What follows belongs to an exercise in optimizing a design on an open flow for small area, a short achievable clock period and few clock cycles; a production flow would make more cautious choices.
In this exercise RTL edits were held to simulation tests only and were not proved equivalent to the original.
No activity file was given, so power comes from the tool's default toggle rates.

==> run C <==
Design dither_core, start of the top module:
module dither_core (
    input             clk,
    input             rst,
    input             reg_we,
    input      [2:0]  reg_addr,
    input      [31:0] reg_wdata,
    output reg [31:0] reg_rdata,
    output     [31:0] src_addr,
    input      [7:0]  src_data,
    output     [31:0] dst_raddr,
    input      [7:0]  dst_rdata,
    output            dst_we,
    output     [31:0] dst_waddr,
    output     [7:0]  dst_wdata,
    output            rnd_take,
    input      [8:0]  rnd_data
);
export LEC_CHECK = 0
export ABC_AREA = 1
export CAP_MARGIN = 20
export CORE_MARGIN = 2
export CORE_UTILIZATION = 40
export PLACE_DENSITY = 0.6
export SLEW_MARGIN = 20
create_clock -name core_clock -period 40.0 [get_ports {clk}]
standard.sh (not shown) runs the stock make flow with config.mk's settings and CLKGATE_MAP_FILE= SYNTH_SCRIPT=/design/flow/synth_recipe.tcl, a recipe that flattens the netlist after the stock synthesis.
==> flow/flow/run.sh <==
#!/bin/bash
# The standard layout (standard.sh, unchanged synthesis and steps) with two
# settings of the ORFS flow changed:
#  - the port buffers are plain buf_2 cells instead of the flow's default delay
#    cells (every input and output port still gets its buffer);
#  - clock tree synthesis builds the tree from clkbuf_4/clkbuf_8 cells and
#    inserts no dummy loads.
set -euo pipefail
export BUFFER_PORTS_ARGS="-buffer_cell sky130_fd_sc_hd__buf_2"
export CTS_ARGS="-sink_clustering_enable -repair_clock_nets -buf_list {sky130_fd_sc_hd__clkbuf_4 sky130_fd_sc_hd__clkbuf_8} -dont_use_dummy_load"
bash standard.sh > standard.log 2>&1
==> inputs of run B, as changes to run C <==
- CORE_UTILIZATION: 40 -> 60
- PLACE_DENSITY: 0.6 -> 0.75
- SLEW_MARGIN: 20 -> 60
==> comparison <==
- Combinational power is about the same in run B and run C.
- Of run C and run B, run B has the higher maximum frequency (gap about 1.2%, measured against run B).
- Of run C and run B, run B has the higher critical path depth (gap 2).
- Sequential share of layout area: run C is lower than run B (0.23 points).
- In run B the hold slack is worse than in run C, by 0.0013 ns.
- In run B the count of clock-buffer cells in the layout is lower than in run C, by 3.
Testbench counts of run C, summed over its fixed seeds: cycles 93,702.
Testbench counts of run B, summed over its fixed seeds: cycles 93,702.


==> inputs of run a <==
Another version of the RTL of dither_core (not shown whole).
clock: 40.0 ns
lec_check: 0
abc_area: 1
cap_margin: 20
core_margin: 2
core_utilization: 75
place_density: 0.85
slew_margin: 20
==> flow/flow/run.sh <==
#!/bin/bash
# The standard layout (standard.sh, unchanged synthesis and steps) with these
# ORFS settings changed:
#  - the port buffers are plain buf_2 cells instead of the flow's default delay
#    cells (every input and output port still gets its buffer);
#  - clock tree synthesis builds the tree from clkbuf_4/clkbuf_8 cells and
#    inserts no dummy loads;
#  - repair_timing keeps working on paths until their slack is 22.5 ns, so the
#    register-port and port-to-port paths get sized up.
set -euo pipefail
export BUFFER_PORTS_ARGS="-buffer_cell sky130_fd_sc_hd__buf_2"
export CTS_ARGS="-sink_clustering_enable -repair_clock_nets -buf_list {sky130_fd_sc_hd__clkbuf_4 sky130_fd_sc_hd__clkbuf_8} -dont_use_dummy_load"
export SETUP_SLACK_MARGIN=22.5
bash standard.sh > standard.log 2>&1
==> run b (differences from run a) <==
--- a/flow/config.mk
+++ b/flow/config.mk
@@ -10,4 +10,4 @@
 export CORE_MARGIN = 2
-export CORE_UTILIZATION = 75
-export PLACE_DENSITY = 0.85
+export CORE_UTILIZATION = 60
+export PLACE_DENSITY = 0.75
 export SLEW_MARGIN = 20
==> run summary <==
|  | run a | run b |
|---|---|---|
| Worst-case setup margin in the final layout | 22570 ps | 22560 ps |
| Cell type of the slowest stage on the worst timing path | nor2_4 | a221oi_1 |
| Worst Tran Pin Value | 1228 ps | 1141 ps |
| Run status | complete, no violations | complete, no violations |
| Number of nets in the final layout | 3298 | 3305 |
| Inserted Diodes | 3 | 1 |
| Wire length of the first global-routing pass | 108300 µm | 106600 µm |
| Starting utilization of the core area | 0.7615 | 0.6080 |
| Timing endpoint of the critical path | reg_rdata[7] | dst_wdata[7] |
| Slowest cell delay on critical path | 240 ps | 340 ps |
| Number of DRC violations after detailed-routing iteration 0 | 3528 | 2329 |
| Initial antenna violation count | 5 | 2 |
| Clock buffers | 37 | 41 |
Testbench counts of run a, summed over its fixed seeds: cycles 93,702.
Testbench counts of run b, summed over its fixed seeds: cycles 93,702.


==> quartz <==
dither_core, a different RTL version from the one above (not shown whole).
make LEC_CHECK=0 CAP_MARGIN=20 CORE_MARGIN=2 CORE_UTILIZATION=40 PLACE_DENSITY=0.6 SLEW_MARGIN=20 finish   # period 40.0 ns
run.sh (not shown) runs the stock make flow with config.mk's settings and CLKGATE_MAP_FILE= SYNTH_SCRIPT=/design/flow/synth_recipe.tcl, a recipe that flattens the netlist after the stock synthesis.
Stock flow here: none of the scripts above is used.
==> nickel (differences from quartz) <==
--- a/flow/design.v
+++ b/flow/design.v
@@ -160,88 +160,51 @@
                         default: ord_thr = 8'd255;
                     endcase
                 end
             endcase
         end
     endfunction
-    function [7:0] sa_pm;
-        input [7:0] base;
-        input       neg;
-        input [7:0] f;
-        reg   [8:0] sum;
-        begin
-            sum = {1'b0, base} + {1'b0, f ^ {8{neg}}} + {8'd0, neg};
-            if (sum[8] ^ neg)
-                sa_pm = {8{~neg}};
-            else
-                sa_pm = sum[7:0];
-        end
-    endfunction
-    function qneg;
+    function [7:0] qerr;
         input [7:0] v;
         begin
-            qneg = (v > 8'd126);
-        end
-    endfunction
-    function [7:0] qmag;
-        input [7:0] v;
-        begin
-            qmag = (v > 8'd126) ? ~v : v;
-        end
-    endfunction
-    function [7:0] fs1;
-        input [7:0] m;
-        begin
-            fs1 = {4'd0, m[7:4]};
-        end
-    endfunction
-    function [7:0] fs3;
-        input [7:0] m;
-        reg [9:0] p;
-        begin
-            p = {2'b00, m} + {1'b0, m, 1'b0};
-            fs3 = {2'b00, p[9:4]};
-        end
-    endfunction
-    function [7:0] fs5;
-        input [7:0] m;
-        reg [10:0] p;
-        begin
-            p = {3'b000, m} + {1'b0, m, 2'b00};
-            fs5 = {1'b0, p[10:4]};
+            if (v < 8'd127)
+                qerr = v;
+            else
+                qerr = v + 8'd1;     
         end
     endfunction
-    function [7:0] fs7;
-        input [7:0] m;
-        reg [10:0] p;
+    function [8:0] fs_frac;
+        input [3:0] k;
+        input [7:0] e;
+        reg signed [12:0] p;
+        reg signed [12:0] q;
         begin
-            p = {m, 3'b000} - {3'b000, m};
-            fs7 = {1'b0, p[10:4]};
+            p = $signed({{5{e[7]}}, e}) * $signed({9'd0, k});
+            q = (p + (p[12] ? 13'sd15 : 13'sd0)) >>> 4;
+            fs_frac = q[8:0];
         end
     endfunction
-    function [11:0] g225;
-        input [3:0] g;
+    function [3:0] bucket;
+        input [11:0] sm;
         begin
-            case (g)
-                4'd1: g225 = 12'd225;
-                4'd2: g225 = 12'd450;
-                4'd3: g225 = 12'd675;
-                4'd4: g225 = 12'd900;
-                4'd5: g225 = 12'd1125;
-                4'd6: g225 = 12'd1350;
-                4'd7: g225 = 12'd1575;
-                4'd8: g225 = 12'd1800;
-                default: g225 = 12'd2025;
-            endcase
+            if      (sm <= 12'd225)  bucket = 4'd0;
+            else if (sm <= 12'd450)  bucket = 4'd1;
+            else if (sm <= 12'd675)  bucket = 4'd2;
+            else if (sm <= 12'd900)  bucket = 4'd3;
+            else if (sm <= 12'd1125) bucket = 4'd4;
+            else if (sm <= 12'd1350) bucket = 4'd5;
+            else if (sm <= 12'd1575) bucket = 4'd6;
+            else if (sm <= 12'd1800) bucket = 4'd7;
+            else if (sm <= 12'd2025) bucket = 4'd8;
+            else                     bucket = 4'd9;
         end
     endfunction
     reg [31:0] cmd;
     reg [15:0] width;
     reg [15:0] height;
     reg [7:0]  res;
-    reg        res_pend;       
     reg        busy, done, err, ovr;
     reg [2:0]  code;
     reg [2:0]  xst;
     reg [5:0]  pst;
     reg [1:0]  pend;           
     reg [31:0] a;
@@ -250,18 +213,18 @@
     reg [1:0]  xs;             
     reg        row0;           
     reg [2:0]  xm, ym;         
     reg [7:0]  s;              
     reg        wbit;           
     reg        wen;            
-    reg        en;             
-    reg [7:0]  em;             
+    reg [7:0]  e;              
     reg [7:0]  va, vb;         
     reg [7:0]  t1;             
     reg [11:0] psum;
     reg [9:0]  csum;
+    reg [3:0]  pk;
     wire [3:0] op  = cmd[3:0];
     wire [2:0] sel = cmd[6:4];
     wire [7:0] thr_t = cmd[15:8];
     wire [3:0] w_op = reg_wdata[3:0];
     reg [31:0] w_mask;
     reg        w_legal;
@@ -292,21 +255,19 @@
     wire [7:0] w_f2    = reg_wdata[23:16];
     wire [8:0] w_delta = reg_wdata[24:16];
     wire [3:0] w_idx   = reg_wdata[11:8];
     wire [1:0] w_r     = reg_wdata[17:16];
     wire [1:0] w_c     = reg_wdata[19:18];
     wire       w_filter = (w_op >= OP_FIXTHR) && (w_op <= OP_FSED);
-    wire [7:0] c_f1 = cmd[15:8];
-    wire [7:0] c_f2 = cmd[23:16];
-    reg [2:0] c_row, c_col;
+    reg [2:0] w_row, w_col;
     always @(*) begin
-        case (sel)
-            3'd0:    begin c_row = {2'b00, c_f1[0]};   c_col = {2'b00, c_f2[0]};   end
-            3'd1:    begin c_row = {1'b0, c_f1[1:0]};  c_col = {1'b0, c_f2[1:0]};  end
-            3'd2:    begin c_row = c_f1[2:0];          c_col = c_f2[2:0];          end
-            default: begin c_row = {1'b0, mod3(c_f1)}; c_col = {1'b0, mod3(c_f2)}; end
+        case (w_sel)
+            3'd0:    begin w_row = {2'b00, w_f1[0]};   w_col = {2'b00, w_f2[0]};   end
+            3'd1:    begin w_row = {1'b0, w_f1[1:0]};  w_col = {1'b0, w_f2[1:0]};  end
+            3'd2:    begin w_row = w_f1[2:0];          w_col = w_f2[2:0];          end
+            default: begin w_row = {1'b0, mod3(w_f1)}; w_col = {1'b0, mod3(w_f2)}; end
         endcase
     end
     wire lw    = (xr[15:3] == 13'd0) && (xr[2:0] <= 3'd4);    
     wire lb    = (yr[15:3] == 13'd0) && (yr[2:0] <= 3'd4);    
     wire w_odd = width[0];
     wire h_odd = height[0];
@@ -384,29 +345,29 @@
             rom_r   = {1'b0, p_r};
             rom_c   = {1'b0, p_c};
         end else if (busy) begin
             rom_sel = sel;
             rom_r   = ym;
             rom_c   = xm;
-        end else if (op == OP_PBRD) begin
-            rom_sel = sel[0] ? 3'd4 : 3'd3;
-            rom_r   = {1'b0, cmd[17:16]};
-            rom_c   = {1'b0, cmd[19:18]};
+        end else if (w_op == OP_PBRD) begin
+            rom_sel = w_sel[0] ? 3'd4 : 3'd3;
+            rom_r   = {1'b0, w_r};
+            rom_c   = {1'b0, w_c};
         end else begin
-            rom_sel = sel;
-            rom_r   = c_row;
-            rom_c   = c_col;
+            rom_sel = w_sel;
+            rom_r   = w_row;
+            rom_c   = w_col;
         end
     end
     wire [6:0] rom_v  = tm(rom_sel, rom_r, rom_c);
-    wire       pb_bit = (xst == X_PAT) ? (psum > g225(rom_v[3:0])) : ({3'd0, cmd[11:8]} >= rom_v);
-    wire [7:0] rom_res = (op == OP_TMRD) ? {1'b0, rom_v} : {8{pb_bit}};
+    wire [3:0] pb_k   = (xst == X_PAT) ? pk : w_idx;
+    wire       pb_bit = ({3'd0, pb_k} >= rom_v);
     wire [2:0] nm1 = (sel == 3'd0) ? 3'd1 : (sel == 3'd1) ? 3'd3 : (sel == 3'd2) ? 3'd7 : 3'd2;
     wire [7:0] othr = ord_thr(sel, rom_v);
     wire signed [10:0] noisy = $signed({3'b000, src_data}) + $signed({{2{rnd_data[8]}}, rnd_data});
-    wire [7:0] sed_v = sa_pm(src_data, en, em);
+    wire [7:0] sed_v = sat_add(src_data, {e[7], e});
     reg pix_bit;
     always @(*) begin
         case (op)
             OP_NOISETHR: pix_bit = !(noisy < $signed({3'b000, thr_t}));
             OP_RANDOM:   pix_bit = (src_data >= rnd_data[7:0]);
             OP_ORDERED:  pix_bit = (src_data >= othr);
@@ -416,20 +377,20 @@
     end
     wire x_ge1 = (xs != 2'd0);
     wire x_ge2 = xs[1];
     wire xr_ge2 = (xr[15:1] != 15'd0);                     
     wire xr_ge3 = (xr[15:2] != 14'd0) || (xr[1:0] == 2'd3);  
     wire yr_ge2 = (yr[15:1] != 15'd0);                     
-    wire [7:0] c1 = x_ge2 ? fs1(qmag(vb)) : 8'd0;
-    wire [7:0] c5 = (x_ge1 && xr_ge2) ? fs5(qmag(va)) : 8'd0;
-    wire [7:0] t1_n = sa_pm(sa_pm(s, qneg(vb), c1), qneg(va), c5);
+    wire [8:0] c1 = x_ge2 ? fs_frac(4'd1, qerr(vb)) : 9'd0;
+    wire [8:0] c5 = (x_ge1 && xr_ge2) ? fs_frac(4'd5, qerr(va)) : 9'd0;
+    wire [7:0] t1_n = sat_add(sat_add(s, c1), c5);
     wire       fa_we = xr_ge3;
-    wire [7:0] c3 = (!row0 && xr_ge3) ? fs3(qmag(va)) : 8'd0;
-    wire [7:0] c7 = fs7(em);
-    wire [7:0] fb_p = sa_pm(row0 ? s : t1, qneg(va), c3);
-    wire [7:0] fb_v = sa_pm(fb_p, en, c7);
+    wire [8:0] c3 = (!row0 && xr_ge3) ? fs_frac(4'd3, qerr(va)) : 9'd0;
+    wire [8:0] c7 = fs_frac(4'd7, e);
+    wire [7:0] fb_p = sat_add(row0 ? s : t1, c3);
+    wire [7:0] fb_v = sat_add(fb_p, c7);
     wire       fb_o = (fb_v >= 8'd127);
     wire       fb_dif = x_ge1 && xr_ge2 && yr_ge2;
     reg [1:0] bsel;
     always @(*) begin
         case (xst)
             X_FA:    bsel = B_U;
@@ -476,13 +437,13 @@
     always @(*) begin
         case (reg_addr)
             3'd0:    reg_rdata = cmd;
             3'd1:    reg_rdata = {25'd0, code, ovr, err, done, busy};
             3'd2:    reg_rdata = {16'd0, width};
             3'd3:    reg_rdata = {16'd0, height};
-            3'd4:    reg_rdata = {24'd0, res_pend ? rom_res : res};
+            3'd4:    reg_rdata = {24'd0, res};
             default: reg_rdata = 32'd0;
         endcase
     end
     wire last_col = (xr == 16'd1);
     wire last_row = (yr == 16'd1);
     wire [2:0] xm_n = (xm == nm1) ? 3'd0 : xm + 3'd1;
@@ -496,14 +457,13 @@
             xr   <= width;
             yr   <= height;
             xs   <= 2'd0;
             row0 <= 1'b1;
             xm   <= 3'd0;
             ym   <= 3'd0;
-            en   <= 1'b0;
-            em   <= 8'd0;
+            e    <= 8'd0;
             wen  <= 1'b0;
             pend <= 2'd0;
             pst  <= P_F1;
         end else begin
             case (xst)
                 X_RUN: begin
@@ -513,18 +473,17 @@
                     wen  <= 1'b1;
                     if (last_col) begin
                         xr <= width;
                         yr <= yr - 16'd1;
                         xm <= 3'd0;
                         ym <= ym_n;
-                        em <= 8'd0;
+                        e  <= 8'd0;
                     end else begin
                         xr <= xr - 16'd1;
                         xm <= xm_n;
-                        en <= qneg(sed_v);
-                        em <= qmag(sed_v);
+                        e  <= qerr(sed_v);
                     end
                 end
                 X_FPRO: begin
                     a <= a + 32'd1;
                     s <= src_data;
                 end
@@ -533,14 +492,13 @@
                     va <= dst_rdata;
                     t1 <= t1_n;
                 end
                 X_FB: begin
                     a <= a + 32'd1;
                     s <= src_data;
-                    en <= qneg(fb_v);
-                    em <= fb_dif ? qmag(fb_v) : 8'd0;
+                    e <= fb_dif ? qerr(fb_v) : 8'd0;
                     if (last_col) begin
                         xr   <= width;
                         yr   <= yr - 16'd1;
                         xs   <= 2'd0;
                         row0 <= 1'b0;
                     end else begin
@@ -557,21 +515,23 @@
                         default: ;
                     endcase
                     case (pst)
                         P_F1: psum <= {4'd0, src_data};
                         P_I1: psum <= {2'd0, csum} + {4'd0, src_data};
                         P_F2, P_F3, P_F4, P_F5, P_F6, P_F7, P_F8,
-                        P_I2, P_I3, P_I4, P_I5, P_F9, P_I6:
+                        P_I2, P_I3, P_I4, P_I5:
                               psum <= psum + {4'd0, src_data};
                         default: ;
                     endcase
                     case (pst)
                         P_F3, P_I3: csum <= {2'd0, src_data};
                         P_F4, P_F5, P_I4, P_I5: csum <= csum + {2'd0, src_data};
                         default: ;
                     endcase
+                    if (pst == P_F9 || pst == P_I6)
+                        pk <= bucket(psum + {4'd0, src_data});
                     if (pst == P_F1)
                         pend <= 2'd0;
                     if (pst == P_S4)
                         xr <= xr - 16'd2;
                     if (pst == P_L2O || pst == P_L5E) begin
                         xr   <= width;
@@ -591,24 +551,19 @@
     always @(posedge clk) begin
         if (rst) begin
             cmd    <= 32'd0;
             width  <= 16'd0;
             height <= 16'd0;
             res    <= 8'd0;
-            res_pend <= 1'b0;
             busy   <= 1'b0;
             done   <= 1'b0;
             err    <= 1'b0;
             ovr    <= 1'b0;
             code   <= E_NONE;
             xst    <= X_IDLE;
         end else begin
-            if (res_pend) begin
-                res      <= rom_res;
-                res_pend <= 1'b0;
-            end
             if (reg_we) begin
                 case (reg_addr)
                     3'd0: begin
                         if (busy) begin
                             ovr <= 1'b1;
                         end else begin
@@ -630,23 +585,23 @@
                                         done <= 1'b1;
                                     end
                                     OP_TMRD: begin
                                         if (w_sel > 3'd4) begin
                                             err <= 1'b1; code <= E_SELECTOR; done <= 1'b1;
                                         end else begin
-                                            res_pend <= 1'b1;
+                                            res  <= {1'b0, rom_v};
                                             done <= 1'b1;
                                         end
                                     end
                                     default: begin  
                                         if (w_sel > 3'd1) begin
                                             err <= 1'b1; code <= E_SELECTOR; done <= 1'b1;
                                         end else if (w_idx > 4'd9 || w_r == 2'd3 || w_c == 2'd3) begin
                                             err <= 1'b1; code <= E_INDEX; done <= 1'b1;
                                         end else begin
-                                            res_pend <= 1'b1;
+                                            res  <= {8{pb_bit}};
                                             done <= 1'b1;
                                         end
                                     end
                                 endcase
                             end else begin
                                 if ((w_op == OP_PATTERN && w_sel > 3'd1) ||
==> run summary <==
- The flow ran to the end and the layout has no timing, DRC or antenna violations.
- The placed instances occupy a cell area of 26800 sq um.
- The routed layout has 24000 vias.
- Synthesis produced a netlist with a net count of 3475.
- The commonest cells after synthesis are 383 x sky130_fd_sc_hd__nand2_1, 322 x sky130_fd_sc_hd__a21oi_1, 266 x sky130_fd_sc_hd__nor2_1.
- Following the worst setup path forward leads to its endpoint at dst_wdata[5].
- Of all cell types, the one taking the most synthesized area is sky130_fd_sc_hd__ha_1.
- Fill cells in the final layout number 5990.
- Setup slack on the critical path of the routed design comes to 16650 ps.
- For hold timing, the worst endpoint is cmd[21].
- The worst pin sits at a relative slew slack of between 20% and 30%.
- The sequential logic power is 0.288 mW.
# the run above: nickel

==> run summary <==
- The flow ran to the end and the layout has no timing, DRC or antenna violations.
- The initial antenna violation count was 0.
- The endpoint kind of the worst setup timing path is a primary output.
- The library cell used most frequently in the layout, excluding fill and tap cells, is sky130_fd_sc_hd__nor2_1.
- The most critical setup path has its endpoint at reg_rdata[7].
- The routed layout has between 20000 and 25000 vias.
- The cell taking the most area after synthesis is sky130_fd_sc_hd__dfxtp_1.
- Counting the fill cells in the layout gives between 5000 and 6000.
- Setup total negative slack on the finished layout was measured at 0 ps.
- The most crowded layer after global routing is met2.
- The number of nets in the synthesized netlist is between 3000 and 4000.
- In the post-route analysis, the smallest setup slack over all paths is 21250 ps.
- The relative slew slack is between 20% and 30%.
- The sequential logic power is around 0.27 mW.
# the run above: quartz

Testbench counts of quartz, summed over its fixed seeds: cycles 93,702.
Testbench counts of nickel, summed over its fixed seeds: cycles 93,702.

## re-timing with driven ports
How much do the figures lean on ideal ports? The routed layouts below were timed once more, with nothing changed but the port constraints.
Step 1, drivers: a clkbuf_16 drives clk and a buf_2 each remaining input, both assumed.
Step 2 times the ports against the registers' clock, not the clock port: input delays grow and output delays shrink by t, the midpoint of the rising clock arrivals with the driver on.
Slacks: ideal ports / drivers / drivers and shift; pairs: ideal ports / drivers.
| run | t (ns) | slack for setup (ns) | worst setup path after step 2 | latest minus earliest clock arrival (ns) | slew at the worst register clock pin (ns) |
|---|---|---|---|---|---|
| run C of note 1 | 0.647 | 21.909 / 21.852 / 21.934 | input to output | 0.095 / 0.094 | 0.06 / 0.06 |
| run B of note 1 | 0.609 | 22.123 / 22.073 / 22.170 | input to output | 0.086 / 0.086 | 0.06 / 0.06 |
| run a of note 2 | 0.593 | 22.571 / 22.542 / 22.542 | input to output | 0.051 / 0.050 | 0.07 / 0.07 |
| run b of note 2 | 0.590 | 22.557 / 22.538 / 22.538 | input to output | 0.068 / 0.069 | 0.06 / 0.06 |
| quartz | 0.661 | 21.250 / 21.218 / 21.218 | input to output | 0.017 / 0.017 | 0.07 / 0.07 |
| nickel | 0.633 | 16.650 / 16.626 / 16.626 | input to output | 0.029 / 0.029 | 0.07 / 0.07 |
After both steps every run listed still meets setup and hold. For quartz, which loses most, drivers alone change the setup slack by -0.032 ns; drivers and shift together by -0.032 ns.
